From an optimization exercise on the open Yosys and OpenROAD flow, aimed at a short achievable clock period and few clock cycles; shortcuts taken in it are not production practice.
Where RTL was checked, it was by simulation tests only, not by an equivalence proof against the original.
Power figures rest on the tool's default switching activity, not on a simulated workload.

==> exp/willow <==
Design avion_core, start of the top module:
module avion_core (
    input  wire        clk,
    input  wire        rst,         
    input  wire [15:0] len,         
    output reg         mem_rd,
    output reg  [15:0] mem_addr,
    input  wire [7:0]  mem_data,
    input  wire        stop,
    output reg         delay_req,
    input  wire        delay_ack,
    output reg         ev_valid,
    output reg  [7:0]  ev_op,
    output reg  [7:0]  ev_a,
    output reg  [7:0]  ev_b,
    output reg  [7:0]  ev_c,
    output reg         ev_flag,
    output reg  [2:0]  status,
    output reg  [15:0] pc,
    output reg  [1:0]  epoch,
    output reg         ledger,
    output wire [5:0]  sp,
    input  wire [5:0]  dbg_sel,
    output wire [15:0] dbg_data
);
make LEC_CHECK=0 ABC_CLOCK_PERIOD_IN_PS=4000 CAP_MARGIN=20 CORE_MARGIN=2 CORE_UTILIZATION=40 SETUP_SLACK_MARGIN=5 SLEW_MARGIN=20 SYNTH_HIERARCHICAL=1 finish   # period 10.0 ns
run.sh (not shown) runs the stock make flow with config.mk's settings and CLKGATE_MAP_FILE= SYNTH_SCRIPT=/design/flow/synth_recipe.tcl, a recipe that flattens the netlist after the stock synthesis.
==> exp/ember (differences from exp/willow) <==
--- a/flow/design.v
+++ b/flow/design.v
@@ -23,40 +23,39 @@
     input  wire        rst,
     input  wire        we,
     input  wire [7:0]  widx,
     input  wire [7:0]  wdata,
     input  wire [7:0]  ridx,
     output wire [7:0]  rdata,
-    output wire [127:0] xs
+    input  wire [3:0]  dbg_idx,
+    output wire [7:0]  dbg_data
 );
     reg [7:0] x [0:15];
     integer i;
     always @(posedge clk) begin
         if (rst) begin
             for (i = 0; i < 16; i = i + 1)
                 x[i] <= 8'd0;
         end else if (we && widx < 8'd16) begin
             x[widx[3:0]] <= wdata;
         end
     end
     assign rdata    = (ridx < 8'd16) ? x[ridx[3:0]] : 8'd0;
-    genvar g;
-    generate for (g = 0; g < 16; g = g + 1) begin : g_xs
-        assign xs[8*g +: 8] = x[g];
-    end endgenerate
+    assign dbg_data = x[dbg_idx];
 endmodule
 module avion_stack (
     input  wire       clk,
     input  wire       rst,
     input  wire       push,
     input  wire       pop,
     input  wire       clear,
     input  wire [7:0] din,
     output reg  [5:0] sp,
     output wire [7:0] top,
-    output wire [255:0] ms
+    input  wire [4:0] dbg_idx,
+    output wire [7:0] dbg_data
 );
     reg [7:0] mem [0:31];
     always @(posedge clk) begin
         if (rst) begin
             sp <= 6'd0;
         end else if (clear) begin
@@ -66,16 +65,13 @@
             sp <= sp + 6'd1;
         end else if (pop) begin
             sp <= sp - 6'd1;
         end
     end
     assign top      = mem[sp[4:0] - 5'd1];
-    genvar g;
-    generate for (g = 0; g < 32; g = g + 1) begin : g_ms
-        assign ms[8*g +: 8] = mem[g];
-    end endgenerate
+    assign dbg_data = mem[dbg_idx];
 endmodule
 module avion_core (
     input  wire        clk,
     input  wire        rst,         
     input  wire [15:0] len,         
     output reg         mem_rd,
@@ -146,43 +142,41 @@
             OP_PUSH, OP_SET_REG, OP_CJUMP: ;
             default:     dk = 1'b0;
         endcase
     end
     reg         reg_we;
     wire [7:0]  reg_rdata;
+    wire [7:0]  reg_dbg;
     avion_regfile u_regs (
         .clk     (clk),
         .rst     (rst),
         .we      (reg_we),
         .widx    (b1_r),
         .wdata   (d),
         .ridx    (d),
         .rdata   (reg_rdata),
-        .xs      (xs)
+        .dbg_idx (dbg_sel[3:0]),
+        .dbg_data(reg_dbg)
     );
     reg         stk_push, stk_pop, stk_clear;
     wire [7:0]  stk_top;
+    wire [7:0]  stk_dbg;
     avion_stack u_stack (
         .clk     (clk),
         .rst     (rst),
         .push    (stk_push),
         .pop     (stk_pop),
         .clear   (stk_clear),
         .din     (d),
         .sp      (sp),
         .top     (stk_top),
-        .ms      (ms)
-    );
-    wire [127:0] xs;
-    wire [255:0] ms;
-    avion_dbg u_dbg (
-        .xs      (xs),
-        .ms      (ms),
-        .dbg_sel (dbg_sel),
-        .dbg_data(dbg_data)
+        .dbg_idx (dbg_sel[4:0]),
+        .dbg_data(stk_dbg)
     );
+    assign dbg_data = dbg_sel[5]  ? {8'd0, stk_dbg} :
+                      !dbg_sel[4] ? {8'd0, reg_dbg} : 16'd0;
     wire hold   = delay_req && !delay_ack;
     wire active = (status == ST_RUNNING) && !hold && !wt && run;
     wire tok    = active && tv;
     wire sp_empty = (sp == 6'd0);
     wire sp_full  = (sp == 6'd32);
     wire [15:0] target = pc4_r + {{8{d[7]}}, d};
@@ -416,68 +410,6 @@
                     endcase
                 end
             end
         end
     end
 endmodule
-module avion_dbg (
-    input  wire [127:0] xs,
-    input  wire [255:0] ms,
-    input  wire [5:0]   dbg_sel,
-    output wire [15:0]  dbg_data
-);
-    wire [7:0] hi, lo;
-    avion_dec3 u_hi (.a(dbg_sel[5:3]), .y(hi));
-    avion_dec3 u_lo (.a(dbg_sel[2:0]), .y(lo));
-    wire [383:0] dat = {ms, xs};
-    wire [383:0] t;           
-    genvar e, b, q;
-    generate
-        for (e = 0; e < 48; e = e + 1) begin : g_e
-            for (b = 0; b < 8; b = b + 1) begin : g_b
-                avion_nand3 u_t (
-                    .a(hi[(e < 16) ? (e >> 3) : ((e + 16) >> 3)]),
-                    .b(lo[e & 7]),
-                    .c(dat[8*e + b]),
-                    .y(t[8*e + b])
-                );
-            end
-        end
-        for (b = 0; b < 8; b = b + 1) begin : g_o
-            wire [11:0] u;
-            wire [3:0]  v;
-            for (q = 0; q < 12; q = q + 1) begin : g_u
-                avion_nand4 u_u (.a(t[8*(4*q) + b]), .b(t[8*(4*q+1) + b]),
-                                 .c(t[8*(4*q+2) + b]), .d(t[8*(4*q+3) + b]), .y(u[q]));
-            end
-            for (q = 0; q < 4; q = q + 1) begin : g_v
-                avion_nor3 u_v (.a(u[3*q]), .b(u[3*q+1]), .c(u[3*q+2]), .y(v[q]));
-            end
-            avion_nand4 u_w (.a(v[0]), .b(v[1]), .c(v[2]), .d(v[3]), .y(dbg_data[b]));
-        end
-    endgenerate
-    assign dbg_data[15:8] = 8'd0;
-endmodule
-module avion_dec3 (
-    input  wire [2:0] a,
-    output wire [7:0] y
-);
-    assign y = 8'd1 << a;
-endmodule
-module avion_nand3 (
-    input  wire a, b, c,
-    output wire y
-);
-    assign y = !(a && b && c);
-endmodule
-module avion_nand4 (
-    input  wire a, b, c, d,
-    output wire y
-);
-    assign y = !(a && b && c && d);
-endmodule
-module avion_nor3 (
-    input  wire a, b, c,
-    output wire y
-);
-    assign y = !(a || b || c);
-endmodule
ABC_CLOCK_PERIOD_IN_PS = unset   (was 4000)
SETUP_SLACK_MARGIN = unset   (was 5)
SYNTH_HIERARCHICAL = unset   (was 1)
==> exp/delta (differences from exp/willow) <==
--- a/flow/design.v
+++ b/flow/design.v
@@ -23,40 +23,39 @@
     input  wire        rst,
     input  wire        we,
     input  wire [7:0]  widx,
     input  wire [7:0]  wdata,
     input  wire [7:0]  ridx,
     output wire [7:0]  rdata,
-    output wire [127:0] xs
+    input  wire [3:0]  dbg_idx,
+    output wire [7:0]  dbg_data
 );
     reg [7:0] x [0:15];
     integer i;
     always @(posedge clk) begin
         if (rst) begin
             for (i = 0; i < 16; i = i + 1)
                 x[i] <= 8'd0;
         end else if (we && widx < 8'd16) begin
             x[widx[3:0]] <= wdata;
         end
     end
     assign rdata    = (ridx < 8'd16) ? x[ridx[3:0]] : 8'd0;
-    genvar g;
-    generate for (g = 0; g < 16; g = g + 1) begin : g_xs
-        assign xs[8*g +: 8] = x[g];
-    end endgenerate
+    assign dbg_data = x[dbg_idx];
 endmodule
 module avion_stack (
     input  wire       clk,
     input  wire       rst,
     input  wire       push,
     input  wire       pop,
     input  wire       clear,
     input  wire [7:0] din,
     output reg  [5:0] sp,
     output wire [7:0] top,
-    output wire [255:0] ms
+    input  wire [4:0] dbg_idx,
+    output wire [7:0] dbg_data
 );
     reg [7:0] mem [0:31];
     always @(posedge clk) begin
         if (rst) begin
             sp <= 6'd0;
         end else if (clear) begin
@@ -66,16 +65,13 @@
             sp <= sp + 6'd1;
         end else if (pop) begin
             sp <= sp - 6'd1;
         end
     end
     assign top      = mem[sp[4:0] - 5'd1];
-    genvar g;
-    generate for (g = 0; g < 32; g = g + 1) begin : g_ms
-        assign ms[8*g +: 8] = mem[g];
-    end endgenerate
+    assign dbg_data = mem[dbg_idx];
 endmodule
 module avion_core (
     input  wire        clk,
     input  wire        rst,         
     input  wire [15:0] len,         
     output reg         mem_rd,
@@ -146,43 +142,41 @@
             OP_PUSH, OP_SET_REG, OP_CJUMP: ;
             default:     dk = 1'b0;
         endcase
     end
     reg         reg_we;
     wire [7:0]  reg_rdata;
+    wire [7:0]  reg_dbg;
     avion_regfile u_regs (
         .clk     (clk),
         .rst     (rst),
         .we      (reg_we),
         .widx    (b1_r),
         .wdata   (d),
         .ridx    (d),
         .rdata   (reg_rdata),
-        .xs      (xs)
+        .dbg_idx (dbg_sel[3:0]),
+        .dbg_data(reg_dbg)
     );
     reg         stk_push, stk_pop, stk_clear;
     wire [7:0]  stk_top;
+    wire [7:0]  stk_dbg;
     avion_stack u_stack (
         .clk     (clk),
         .rst     (rst),
         .push    (stk_push),
         .pop     (stk_pop),
         .clear   (stk_clear),
         .din     (d),
         .sp      (sp),
         .top     (stk_top),
-        .ms      (ms)
-    );
-    wire [127:0] xs;
-    wire [255:0] ms;
-    avion_dbg u_dbg (
-        .xs      (xs),
-        .ms      (ms),
-        .dbg_sel (dbg_sel),
-        .dbg_data(dbg_data)
+        .dbg_idx (dbg_sel[4:0]),
+        .dbg_data(stk_dbg)
     );
+    assign dbg_data = dbg_sel[5]  ? {8'd0, stk_dbg} :
+                      !dbg_sel[4] ? {8'd0, reg_dbg} : 16'd0;
     wire hold   = delay_req && !delay_ack;
     wire active = (status == ST_RUNNING) && !hold && !wt && run;
     wire tok    = active && tv;
     wire sp_empty = (sp == 6'd0);
     wire sp_full  = (sp == 6'd32);
     wire [15:0] target = pc4_r + {{8{d[7]}}, d};
@@ -416,68 +410,6 @@
                     endcase
                 end
             end
         end
     end
 endmodule
-module avion_dbg (
-    input  wire [127:0] xs,
-    input  wire [255:0] ms,
-    input  wire [5:0]   dbg_sel,
-    output wire [15:0]  dbg_data
-);
-    wire [7:0] hi, lo;
-    avion_dec3 u_hi (.a(dbg_sel[5:3]), .y(hi));
-    avion_dec3 u_lo (.a(dbg_sel[2:0]), .y(lo));
-    wire [383:0] dat = {ms, xs};
-    wire [383:0] t;           
-    genvar e, b, q;
-    generate
-        for (e = 0; e < 48; e = e + 1) begin : g_e
-            for (b = 0; b < 8; b = b + 1) begin : g_b
-                avion_nand3 u_t (
-                    .a(hi[(e < 16) ? (e >> 3) : ((e + 16) >> 3)]),
-                    .b(lo[e & 7]),
-                    .c(dat[8*e + b]),
-                    .y(t[8*e + b])
-                );
-            end
-        end
-        for (b = 0; b < 8; b = b + 1) begin : g_o
-            wire [11:0] u;
-            wire [3:0]  v;
-            for (q = 0; q < 12; q = q + 1) begin : g_u
-                avion_nand4 u_u (.a(t[8*(4*q) + b]), .b(t[8*(4*q+1) + b]),
-                                 .c(t[8*(4*q+2) + b]), .d(t[8*(4*q+3) + b]), .y(u[q]));
-            end
-            for (q = 0; q < 4; q = q + 1) begin : g_v
-                avion_nor3 u_v (.a(u[3*q]), .b(u[3*q+1]), .c(u[3*q+2]), .y(v[q]));
-            end
-            avion_nand4 u_w (.a(v[0]), .b(v[1]), .c(v[2]), .d(v[3]), .y(dbg_data[b]));
-        end
-    endgenerate
-    assign dbg_data[15:8] = 8'd0;
-endmodule
-module avion_dec3 (
-    input  wire [2:0] a,
-    output wire [7:0] y
-);
-    assign y = 8'd1 << a;
-endmodule
-module avion_nand3 (
-    input  wire a, b, c,
-    output wire y
-);
-    assign y = !(a && b && c);
-endmodule
-module avion_nand4 (
-    input  wire a, b, c, d,
-    output wire y
-);
-    assign y = !(a && b && c && d);
-endmodule
-module avion_nor3 (
-    input  wire a, b, c,
-    output wire y
-);
-    assign y = !(a || b || c);
-endmodule
SYNTH_HIERARCHICAL = unset   (was 1)
==> summary.txt <==
item                                                                          exp/delta                  exp/ember                exp/willow
Crit-path most repeated cell                                    sky130_fd_sc_hd__mux4_2    sky130_fd_sc_hd__mux4_2  sky130_fd_sc_hd__nand4_1
Switching power                                                                 1.41 mW                    1.39 mW                   1.46 mW
Reg-to-reg setup timing slack                                                   5.35 ns                    5.77 ns                   5.16 ns
Total area of multi-input combinational cells                                14,400 um2                 14,200 um2                14,800 um2
Switching Fraction                                                                0.249                      0.242                     0.255
Relative area of non-clock buffer cells in the final design                      0.0513                     0.0414                    0.0703
Most numerous cell in the Yosys netlist                       sky130_fd_sc_hd__edfxtp_1  sky130_fd_sc_hd__edfxtp_1                         -
Status                                                 no timing/DRC/antenna violations  no timing/DRC/antenna violations  no timing/DRC/antenna violations
Vias per cell                                                                      6.06                       6.08                      6.35
Number of distinct library cells after synthesis                                     94                         94                         -
Sum of met3 wire segment lengths after detailed routing                         8990 um                    8890 um                 10,700 um
Met1 track utilization from global routing                                        0.333                      0.340                     0.342
Slowest stage cell, crit path                                   sky130_fd_sc_hd__mux4_2     sky130_fd_sc_hd__buf_6   sky130_fd_sc_hd__nor3_2
Post-synth top area share                                                         0.374                      0.374                         -
Number of DRC violations after detailed-routing iteration 0                       2,457                      2,572                     3,125
Clk tree area frac                                                               0.0612                     0.0646                    0.0595
FMAX                                                                            171 MHz                    138 MHz                   173 MHz
Reported leakage power                                                          12.0 nW                    11.8 nW                   12.6 nW
GR Layer Usage met3                                                              0.0549                     0.0480                    0.0498
Layout cell share with drive strength beyond 1                                    0.188                      0.165                     0.155
Antenna fix cells                                                                     1                          0                         0
Logic inverters                                                                      60                         60                        74
Height of the die                                                                282 um                     282 um                    280 um
Area fraction in and, or, nand and nor cells after synthesis                      0.144                      0.144                         -
Testbench counts of exp/ember, summed over its fixed seeds: cycles 29,934.
Testbench counts of exp/delta, summed over its fixed seeds: cycles 29,934.
The RTL of exp/willow was laid out without a check of its function.

## afterwards: timing with drivers on the ports
Ports are ideal in the flow. The routed layouts listed here were re-timed in OpenROAD.
Step 1: set_driving_cell puts a clkbuf_16 on clk and a buf_2 on each other input, an assumption about the parent block.
Step 2 adds t to the input delays and takes it off the output delays; t is the mean of the earliest and latest rising clock arrival at the registers after step 1. Input paths then give back, and output paths get back, about the clock's delay inside the block.
Slacks: ideal ports / drivers / drivers and shift; pairs: ideal ports / drivers.
run | t, ns | slack for setup (ns) | worst data-port slew with drivers (ns) | pins driven straight from the clock port
exp/willow | 0.673 | 4.203 / 4.148 / 4.148 | 0.07 | 1
exp/ember | 0.661 | 2.747 / 2.706 / 2.706 | 0.04 | 1
exp/delta | 0.661 | 4.135 / 3.800 / 3.800 | 0.33 | 1
After both steps setup and hold are still met in every run listed. For exp/delta, which loses most, drivers alone change the setup slack by -0.335 ns; drivers and shift together by -0.335 ns.
